Source: an optimization exercise on an open RTL-to-GDS flow (aim: small area). Production flows keep margins and buffers that such runs may drop. Only simulation tests tie the RTL to the original design; equivalence was not proved. No activity file was given, so power comes from the tool's default toggle rates.

`flow/run.sh`:
```
#!/bin/bash
# synth_recipe.tcl (not shown) runs the flow's synth.tcl, then flattens the netlist and writes it again
# the make line also repeats each setting of config.mk as NAME=value (left out here)
make -C /OpenROAD-flow-scripts/flow DESIGN_CONFIG=/design/flow/config.mk WORK_HOME=/design/flow/orfs CLKGATE_MAP_FILE= SYNTH_SCRIPT=/design/flow/synth_recipe.tcl finish
```
`flow/config.mk`:
```
export PLATFORM = sky130hd
export DESIGN_NAME = sha512_engine
export DESIGN_NICKNAME = sha512_engine
export VERILOG_FILES = /design/flow/design.v
export SDC_FILE = /design/flow/constraint.sdc
export NUM_CORES = 8
export LEC_CHECK = 0
export CAP_MARGIN = 20
export CORE_MARGIN = 2
export CORE_UTILIZATION = 30
export PLACE_DENSITY = 0.5
export SLEW_MARGIN = 20
export SYNTH_MEMORY_MAX_BITS = 16384
```
`flow/constraint.sdc`:
```
create_clock -name core_clock -period 16.0 [get_ports {clk}]
set_input_delay 3.2000 -clock core_clock [delete_from_list [all_inputs] [get_ports {clk}]]
set_output_delay 3.2000 -clock core_clock [all_outputs]
set_load 0.01 [all_outputs]
```
`flow/design.v`:
```
module sha512_engine (
  input  wire        clk,
  input  wire        rst,           
  input  wire        req_valid,
  input  wire        req_we,
  input  wire [6:0]  req_addr,
  input  wire [63:0] req_wdata,
  output wire        req_ready,
  output reg         rsp_valid,
  output wire [63:0] rsp_rdata
);
  localparam [1:0] P_IDLE  = 2'd0,
                   P_LOAD  = 2'd1,
                   P_ROUND = 2'd2,
                   P_FEED  = 2'd3;
  reg [2047:0] Mf;        
  reg [511:0]  Hf;        
  reg [255:0]  ad;        
  reg [255:0]  eh;        
  reg [1023:0] wq;        
  reg [1:0]  phase;
  reg        two;
  reg        blk;
  reg        done;
  reg [6:0]  wc;          
  reg [3:0]  dg;          
  wire busy    = (phase != P_IDLE);
  wire p_round = (phase == P_ROUND);
  wire p_feed  = (phase == P_FEED);
  wire [2:0] wk = ~wc[2:0];    
  function automatic [63:0] k_word(input [6:0] t);
    case (t)
      7'd0: k_word = 64'h428a2f98d728ae22;
      7'd1: k_word = 64'h7137449123ef65cd;
      7'd2: k_word = 64'hb5c0fbcfec4d3b2f;
      7'd3: k_word = 64'he9b5dba58189dbbc;
      7'd4: k_word = 64'h3956c25bf348b538;
      7'd5: k_word = 64'h59f111f1b605d019;
      7'd6: k_word = 64'h923f82a4af194f9b;
      7'd7: k_word = 64'hab1c5ed5da6d8118;
      7'd8: k_word = 64'hd807aa98a3030242;
      7'd9: k_word = 64'h12835b0145706fbe;
      7'd10: k_word = 64'h243185be4ee4b28c;
      7'd11: k_word = 64'h550c7dc3d5ffb4e2;
      7'd12: k_word = 64'h72be5d74f27b896f;
      7'd13: k_word = 64'h80deb1fe3b1696b1;
      7'd14: k_word = 64'h9bdc06a725c71235;
      7'd15: k_word = 64'hc19bf174cf692694;
      7'd16: k_word = 64'he49b69c19ef14ad2;
      7'd17: k_word = 64'hefbe4786384f25e3;
      7'd18: k_word = 64'h0fc19dc68b8cd5b5;
      7'd19: k_word = 64'h240ca1cc77ac9c65;
      7'd20: k_word = 64'h2de92c6f592b0275;
      7'd21: k_word = 64'h4a7484aa6ea6e483;
      7'd22: k_word = 64'h5cb0a9dcbd41fbd4;
      7'd23: k_word = 64'h76f988da831153b5;
      7'd24: k_word = 64'h983e5152ee66dfab;
      7'd25: k_word = 64'ha831c66d2db43210;
      7'd26: k_word = 64'hb00327c898fb213f;
      7'd27: k_word = 64'hbf597fc7beef0ee4;
      7'd28: k_word = 64'hc6e00bf33da88fc2;
      7'd29: k_word = 64'hd5a79147930aa725;
      7'd30: k_word = 64'h06ca6351e003826f;
      7'd31: k_word = 64'h142929670a0e6e70;
      7'd32: k_word = 64'h27b70a8546d22ffc;
      7'd33: k_word = 64'h2e1b21385c26c926;
      7'd34: k_word = 64'h4d2c6dfc5ac42aed;
      7'd35: k_word = 64'h53380d139d95b3df;
      7'd36: k_word = 64'h650a73548baf63de;
      7'd37: k_word = 64'h766a0abb3c77b2a8;
      7'd38: k_word = 64'h81c2c92e47edaee6;
      7'd39: k_word = 64'h92722c851482353b;
      7'd40: k_word = 64'ha2bfe8a14cf10364;
      7'd41: k_word = 64'ha81a664bbc423001;
      7'd42: k_word = 64'hc24b8b70d0f89791;
      7'd43: k_word = 64'hc76c51a30654be30;
      7'd44: k_word = 64'hd192e819d6ef5218;
      7'd45: k_word = 64'hd69906245565a910;
      7'd46: k_word = 64'hf40e35855771202a;
      7'd47: k_word = 64'h106aa07032bbd1b8;
      7'd48: k_word = 64'h19a4c116b8d2d0c8;
      7'd49: k_word = 64'h1e376c085141ab53;
      7'd50: k_word = 64'h2748774cdf8eeb99;
      7'd51: k_word = 64'h34b0bcb5e19b48a8;
      7'd52: k_word = 64'h391c0cb3c5c95a63;
      7'd53: k_word = 64'h4ed8aa4ae3418acb;
      7'd54: k_word = 64'h5b9cca4f7763e373;
      7'd55: k_word = 64'h682e6ff3d6b2b8a3;
      7'd56: k_word = 64'h748f82ee5defb2fc;
      7'd57: k_word = 64'h78a5636f43172f60;
      7'd58: k_word = 64'h84c87814a1f0ab72;
      7'd59: k_word = 64'h8cc702081a6439ec;
      7'd60: k_word = 64'h90befffa23631e28;
      7'd61: k_word = 64'ha4506cebde82bde9;
      7'd62: k_word = 64'hbef9a3f7b2c67915;
      7'd63: k_word = 64'hc67178f2e372532b;
      7'd64: k_word = 64'hca273eceea26619c;
      7'd65: k_word = 64'hd186b8c721c0c207;
      7'd66: k_word = 64'heada7dd6cde0eb1e;
      7'd67: k_word = 64'hf57d4f7fee6ed178;
      7'd68: k_word = 64'h06f067aa72176fba;
      7'd69: k_word = 64'h0a637dc5a2c898a6;
      7'd70: k_word = 64'h113f9804bef90dae;
      7'd71: k_word = 64'h1b710b35131c471b;
      7'd72: k_word = 64'h28db77f523047d84;
      7'd73: k_word = 64'h32caab7b40c72493;
      7'd74: k_word = 64'h3c9ebe0a15c9bebc;
      7'd75: k_word = 64'h431d67c49c100d4c;
      7'd76: k_word = 64'h4cc5d4becb3e42b6;
      7'd77: k_word = 64'h597f299cfc657e2a;
      7'd78: k_word = 64'h5fcb6fab3ad6faec;
      7'd79: k_word = 64'h6c44198c4a475817;
      default: k_word = 64'h0;
    endcase
  endfunction
  function automatic [63:0] iv_word(input [2:0] idx);
    case (idx)
      3'd0: iv_word = 64'h6a09e667f3bcc908;
      3'd1: iv_word = 64'hbb67ae8584caa73b;
      3'd2: iv_word = 64'h3c6ef372fe94f82b;
      3'd3: iv_word = 64'ha54ff53a5f1d36f1;
      3'd4: iv_word = 64'h510e527fade682d1;
      3'd5: iv_word = 64'h9b05688c2b3e6c1f;
      3'd6: iv_word = 64'h1f83d9abfb41bd6b;
      default: iv_word = 64'h5be0cd19137e2179;
    endcase
  endfunction
  function automatic tap(input [63:0] x, input [63:0] y, input [3:0] d, input integer p);
    tap = ({d, 2'b00} + p >= 64) ? y[p] : x[p];
  endfunction
  function automatic shr(input [63:0] x, input [3:0] d, input integer p);
    shr = ({d, 2'b00} + p >= 64) ? 1'b0 : x[p];
  endfunction
  wire is_status_rd = !req_we && (req_addr == 7'h09);
  assign req_ready  = !busy || is_status_rd;
  wire acc          = req_valid && req_ready;
  wire acc_rd       = acc && !req_we;
  wire acc_wr       = acc && req_we;
  wire wr_h         = acc_wr && (req_addr[6:3] == 4'b0000);
  wire wr_m         = acc_wr && (req_addr[6:5] == 2'b01);
  wire wr_cmd       = acc_wr && (req_addr == 7'h08);
  wire cmd1         = (req_wdata == 64'd1);
  wire cmd2         = (req_wdata == 64'd2);
  reg  [5:0] addr_q;
  reg        sts_q;
  reg        rsv_q;
  reg  [1:0] st_q;
  always @(posedge clk) begin
    addr_q <= {req_addr[5], req_addr[4:0]};
    sts_q  <= (req_addr == 7'h09);
    rsv_q  <= !((req_addr[6:3] == 4'b0000) || (req_addr[6:5] == 2'b01) || (req_addr == 7'h09));
    st_q   <= {done, busy};
  end
  always @(posedge clk) begin
    if (rst) rsp_valid <= 1'b0;
    else     rsp_valid <= acc_rd;
  end
  wire [5:0] eaddr = p_round ? {1'b1, blk, wc[3:0]} : {3'b000, wk};
  wire [5:0] rsel  = busy ? eaddr : addr_q;
  reg  [63:0] rdword;
  integer r;
  always @* begin
    rdword = 64'd0;
    for (r = 0; r < 32; r = r + 1)
      if (rsel[5] && rsel[4:0] == r) rdword = Mf[64*r +: 64];
    for (r = 0; r < 8; r = r + 1)
      if (!rsel[5] && rsel[2:0] == r) rdword = Hf[64*r +: 64];
  end
  assign rsp_rdata = (sts_q || rsv_q) ? {62'd0, sts_q ? st_q : 2'b00} : rdword;
  wire [3:0] rdig = rdword[{dg, 2'b00} +: 4];
  wire [63:0] ivw = iv_word(wk);
  wire [3:0] ivdig = ivw[{dg, 2'b00} +: 4];
  wire [3:0] src  = (two && !blk) ? ivdig : rdig;
  wire [63:0] kw  = k_word(wc);
  wire [3:0] kdig = kw[{dg, 2'b00} +: 4];
  wire [63:0] wa = ad[255:192], wb = ad[191:128];
  wire [63:0] we_ = eh[255:192], wf = eh[191:128];
  wire [63:0] x15 = wq[127:64],  y15 = wq[63:0];
  wire [63:0] x2  = wq[959:896], y2  = wq[895:832];
  wire [3:0] a_d = ad[195:192], b_d = ad[131:128], c_d = ad[67:64], d_d = ad[3:0];
  wire [3:0] e_d = eh[195:192], f_d = eh[131:128], g_d = eh[67:64], h_d = eh[3:0];
  wire [3:0] w7_d = wq[579:576], w16_d = wq[3:0];
  reg [3:0] S0, S1, s0, s1;
  integer k;
  always @* begin
    for (k = 0; k < 4; k = k + 1) begin
      S0[k] = tap(wa, wb, dg, (k + 28) % 64) ^ tap(wa, wb, dg, (k + 34) % 64) ^ tap(wa, wb, dg, (k + 39) % 64);
      S1[k] = tap(we_, wf, dg, (k + 14) % 64) ^ tap(we_, wf, dg, (k + 18) % 64) ^ tap(we_, wf, dg, (k + 41) % 64);
      s0[k] = tap(x15, y15, dg, (k + 1) % 64) ^ tap(x15, y15, dg, (k + 8) % 64) ^ shr(x15, dg, k + 7);
      s1[k] = tap(x2, y2, dg, (k + 19) % 64) ^ tap(x2, y2, dg, (k + 61) % 64) ^ shr(x2, dg, k + 6);
    end
  end
  wire [3:0] chd = (e_d & f_d) ^ (~e_d & g_d);
  wire [3:0] mjd = (a_d & b_d) ^ (a_d & c_d) ^ (b_d & c_d);
  reg  [2:0] c1_q;
  reg  [1:0] ca_q;
  reg        ce_q;
  reg  [1:0] cw_q;
  reg        cf_q;
  wire first = (dg == 4'd0);
  wire [5:0] sumw = s1 + w7_d + s0 + w16_d + (first ? 2'd0 : cw_q);
  wire [3:0] wd   = (wc < 7'd16) ? rdig : sumw[3:0];
  wire [6:0] sum1 = h_d + S1 + chd + kdig + wd + (first ? 3'd0 : c1_q);
  wire [3:0] t1d  = sum1[3:0];
  wire [5:0] suma = t1d + S0 + mjd + (first ? 2'd0 : ca_q);
  wire [4:0] sume = d_d + t1d + (first ? 1'b0 : ce_q);
  wire [4:0] sumf = src + (p_feed ? h_d : 4'd0) + (first ? 1'b0 : cf_q);
  wire [3:0] a_in = p_round ? suma[3:0] : sumf[3:0];
  wire [3:0] e_in = p_round ? sume[3:0] : d_d;
  always @(posedge clk) begin
    c1_q <= sum1[6:4];
    ca_q <= suma[5:4];
    ce_q <= sume[4];
    cw_q <= sumw[5:4];
    cf_q <= sumf[4];
    ad   <= {a_in, ad[255:4]};
    eh   <= {e_in, eh[255:4]};
    wq   <= {wd, wq[1023:4]};
  end
  integer j, i;
  always @(posedge clk) begin
    for (j = 0; j < 32; j = j + 1)
      if (wr_m && req_addr[4:0] == j)
        Mf[64*j +: 64] <= req_wdata;
    for (j = 0; j < 8; j = j + 1)
      for (i = 0; i < 16; i = i + 1)
        if ((wr_h && req_addr[2:0] == j) || (p_feed && wk == j && dg == i))
          Hf[64*j + 4*i +: 4] <= busy ? sumf[3:0] : req_wdata[4*i +: 4];
  end
  always @(posedge clk) begin
    if (rst) begin
      phase <= P_IDLE;
      done  <= 1'b0;
      dg    <= 4'd0;
    end else begin
      dg <= busy ? dg + 4'd1 : 4'd0;
      case (phase)
        P_IDLE: begin
          if (wr_cmd && (cmd1 || cmd2)) begin
            two   <= cmd2;
            blk   <= 1'b0;
            done  <= 1'b0;
            wc    <= 7'd0;
            phase <= P_LOAD;
          end
        end
        P_LOAD: begin
          if (dg == 4'd15) begin
            if (wc[2:0] == 3'd7) begin
              wc    <= 7'd0;
              phase <= P_ROUND;
            end else
              wc <= wc + 7'd1;
          end
        end
        P_ROUND: begin
          if (dg == 4'd15) begin
            if (wc == 7'd79) begin
              wc    <= 7'd0;
              phase <= P_FEED;
            end else
              wc <= wc + 7'd1;
          end
        end
        default: begin   
          if (dg == 4'd15) begin
            if (wc[2:0] == 3'd7) begin
              wc <= 7'd0;
              if (two && !blk) begin
                blk   <= 1'b1;
                phase <= P_ROUND;
              end else begin
                done  <= 1'b1;
                phase <= P_IDLE;
              end
            end else
              wc <= wc + 7'd1;
          end
        end
      endcase
    end
  end
endmodule
```
==> key figures <==
Outcome
  – Status: timing/DRC/antenna clean

Synthesis
  – Register area share after synthesis: 75.2%
  – Warnings from Yosys: 1
  – Most used DFF post-synth: edfxtp_1
  – FFs w/ async S/R, synth: 0%
  – Cell area after synthesis: 146000 µm²
  – Synth Instances: 9957
  – Mapped Nets: 10127
  – Yosys cell types: 123
  – Post-synth EDFFs: 2569
  – #FFs+latches synth: 4196
  – Syn Area/Cell: 14.7 µm²

Timing
  – Worst Hold Slack: 0.260 ns
  – Final max-slew violation count: 0
  – Period minus WS final: 12.38 ns
  – Setup TNS: 0 ns
  – Final setup fails: 0
  – Worst Max-Slew Pin Slew: 1.38 ns
  – Fmax achieved: 80.8 MHz
  – RSZ-0062 raised after global routing: no
  – Final critical-path share of the clock period: 77.4%
  – Fin Clk Skew: 0.121 ns
  – Setup ws final: 3.62 ns
  – Fin. Hold Viols: 0
  – Slew Limit Headroom: 7.37%

Clocking
  – Root buffer cell: clkbuf_16
  – Worst skew pair latency: 1.06 ns
  – Post-CTS Setup Bufs: 0
  – Clock Path Buffers: 4
  – # clock sinks: 4196
  – H-tree depth: 5
  – CTS tree: yes
  – Hold-fix buffers at CTS: 0
  – Post-CTS sizing: 0
  – Inserted Clock Buffers: 416
  – Clk slew on worst S/H paths: 0.06 ns

Floorplan
  – Die Y: 701 µm
  – Initial Util: 30.1%
  – I/O Pins: 141
  – Core area: 485000 µm²
  – Site Rows: 256
  – Die W: 701 µm
  – Die area: 492000 µm²

Cells and area
  – Layout cells sized above 1: 13.7%
  – Cell Count, Final, Fillers Out: 17204
  – Commonest non-fill, non-tap cell in the layout: edfxtp_1
  – Area grow syn2layout: 17.5%
  – Commonest cells after routing, fill and taps aside: edfxtp_1, dfxtp_1, o21ai_0, a21oi_1, buf_4
  – Number of fill cells in the layout: 46250
  – Post-layout util: 35.3%
  – Nets: 10495

Power
  – Leak Pwr: 57.4 nW
  – Power per Cell Area: 134 nW/µm²
  – Peak VDD IR: 0.104 mV

Critical path
  – Most used cell, CP: buf_4
  – Crit start category: register
  – Crit path cell chain: inv_1 > ha_1 > buf_4 > and3_1 > o31a_2 > buf_4 > buf_12 > o31ai_1 > a222oi_1 > o2111ai_1 > a2111oi_0 > buf_4 > nor4_1 > nor3_2 > clkdlybuf4s50_1
  – Crit path kind: register to output pin
  – Maximum fanout along the worst path: 63
  – Crit path arrival time: 9.18 ns
  – Critical Path Slowest Stage Cell: a222oi_1
  – Critical Path End Type: output pin
  – Max incr delay on CP: 1.00 ns
  – Crit path required time: 12.80 ns

Min path
  – Min-delay worst type: register to register

Global routing
  – Initial antenna violation count: 132
  – All-layer global routing usage: 28.0%
  – First-pass GRT wire length: 934 mm
  – Largest net degree at the start of global routing: 115
  – GRT overflow: 0
  – Vias in the first global route: 98169

Drt
  – Average wire per standard cell: 41.5 µm
  – Vias per cell: 6.18
  – Routed wire length: 714 mm
  – Antenna viol nets, final: 0
  – DR iter-0 viols: 19974
  – Vias: 106366
  – Remaining routing DRC violations: 0
  – Pre-antenna DRT Iters: 7

Placement
  – Hpwl dp: 455 mm
  – IO Port Bufs: 140
  – Final GP Congestion: 1.04
  – Placed Cells: 16356
  – Pre-CTS WS: 4.62 ns

Flow run
  – Max-Cap Viols: 0
## through the flow
step	total power, mW	cell area [µm²]
finish	22.9	171000
global route	23.4	171000
CTS	23.0	171000
detailed placement	13.0	157000
global placement	13.0	157000
floorplan	12.2	146000
## registers in the layout (all words and copies together) (netlist names), 3 cells and up
register  cells
kw           64
ad          256
addr_q        6
wc            7
Mf         2048
Hf          512
c1_q          3
dg            4
wq         1024
eh          256
## area by class of cell
class                      instances  area (µm²)  area share (%)
inverter                         143         537           0.313
multi-input combinational       4938       33700            19.6
sequential                      4196      110000            64.0
tap                             6450        8070            4.71
antenna                           72         180           0.105
clock buffer                     526       11300            6.60
timing repair buffer             630        5250            3.06
clock inverter                   249        2740            1.60
## cells by family (layout without fill, tap and decap cells)
| group | after synthesis | after routing | share of synthesized area [%] |
|---|---|---|---|
| buffers and inverters | 823 | 1548 | 2.49 |
| AOI/OAI and AO/OA | 2941 | 2941 | 14.2 |
| and+or+nand+nor | 1749 | 1749 | 5.86 |
| DFF | 4196 | 4196 | 75.2 |
| xor gates and xnor gates | 61 | 61 | 0.384 |
| other | 0 | 72 | 0 |
| muxes | 90 | 90 | 0.808 |
| adders and majority gates | 97 | 97 | 1.03 |
## worst max-delay path, delay by kind of cell (launching register included)
kind                       cells  cell delay [ns]
and+or+nand+nor                3             1.30
DFF                            1             0.36
adders and majority gates      1             0.53
buffers and inverters          6             2.55
AOI/OAI and AO/OA              5             3.36
## path summary, 6_finish.rpt
check	startpoint	slack, ns	endpoint	cells past startpoint
max	phase[0]$_SDFFE_PP0P_	3.62	rsp_rdata[8]	15
min	wq[825]$_DFF_P_	0.26	wq[821]$_DFF_P_	0
max reg2reg	phase[0]$_SDFFE_PP0P_	4.13	ad[255]$_DFF_P_	32
min reg2reg	wq[825]$_DFF_P_	0.26	wq[821]$_DFF_P_	0
## power breakdown
group	switching [mW]	internal [mW]	leakage, nW
sequential	0.0383	11.6	36.3
clock	4.41	5.71	6.88
combinational	0.929	0.277	14.2
## per-layer routing
| layer | GRT usage (%) | vias up | part of all wire, % |
|---|---|---|---|
| met3 | 10.8 | 2264 | 15 |
| met4 | 17.5 | 58 | 7.6 |
| met2 | 39.0 | 10007 | 40 |
| met5 | 0.284 | - | 0.086 |
| li1 | - | 39814 | - |
| met1 | 36.3 | 54223 | 37 |
## synth_stat cells (84+ instances only)
library cell,count,share of area (%)
nor3_1,121,0.42
o211ai_1,97,0.50
inv_1,136,0.35
nand2_1,463,1.2
edfxtp_1,2569,53
buf_2,238,0.82
nor2_1,455,1.2
dfxtp_1,1627,22
a221oi_1,154,0.92
nand3_1,237,0.81
a22oi_1,343,1.8
clkbuf_1,331,0.85
o21ai_0,563,1.9
a211oi_1,86,0.44
nand4_1,133,0.57
a21oi_1,467,1.6
a221o_1,84,0.58
a31oi_1,89,0.38
a22o_1,105,0.63
o22ai_1,140,0.60

## what the ideal ports hide
In the flow no input, the clock included, has a driving cell. The finished layout below was timed again as built, in two steps.
Step 1 (the two cells are an assumption about what drives the block):
set clk [get_ports {clk}]
set_driving_cell -lib_cell sky130_fd_sc_hd__clkbuf_16 $clk
set_driving_cell -lib_cell sky130_fd_sc_hd__buf_2 [delete_from_list [all_inputs] $clk]
Step 2 also shifts input and output timing later by t, the mid clock arrival at the registers, as if the neighbouring blocks saw the same clock.
a / b / c = no drivers / after step 1 / after step 2; a / b = the first two.
t (ns): 1.097
setup WS [ns]: 3.622 / 3.511 / 3.846
worst setup path at the end: input to register
latest minus earliest clock arrival (ns): 0.140 / 0.140
worst data-port slew with drivers (ns): 0.18
After both steps setup and hold are still met in this run. For this run, drivers alone change the setup slack by -0.111 ns; drivers and shift together by +0.224 ns.
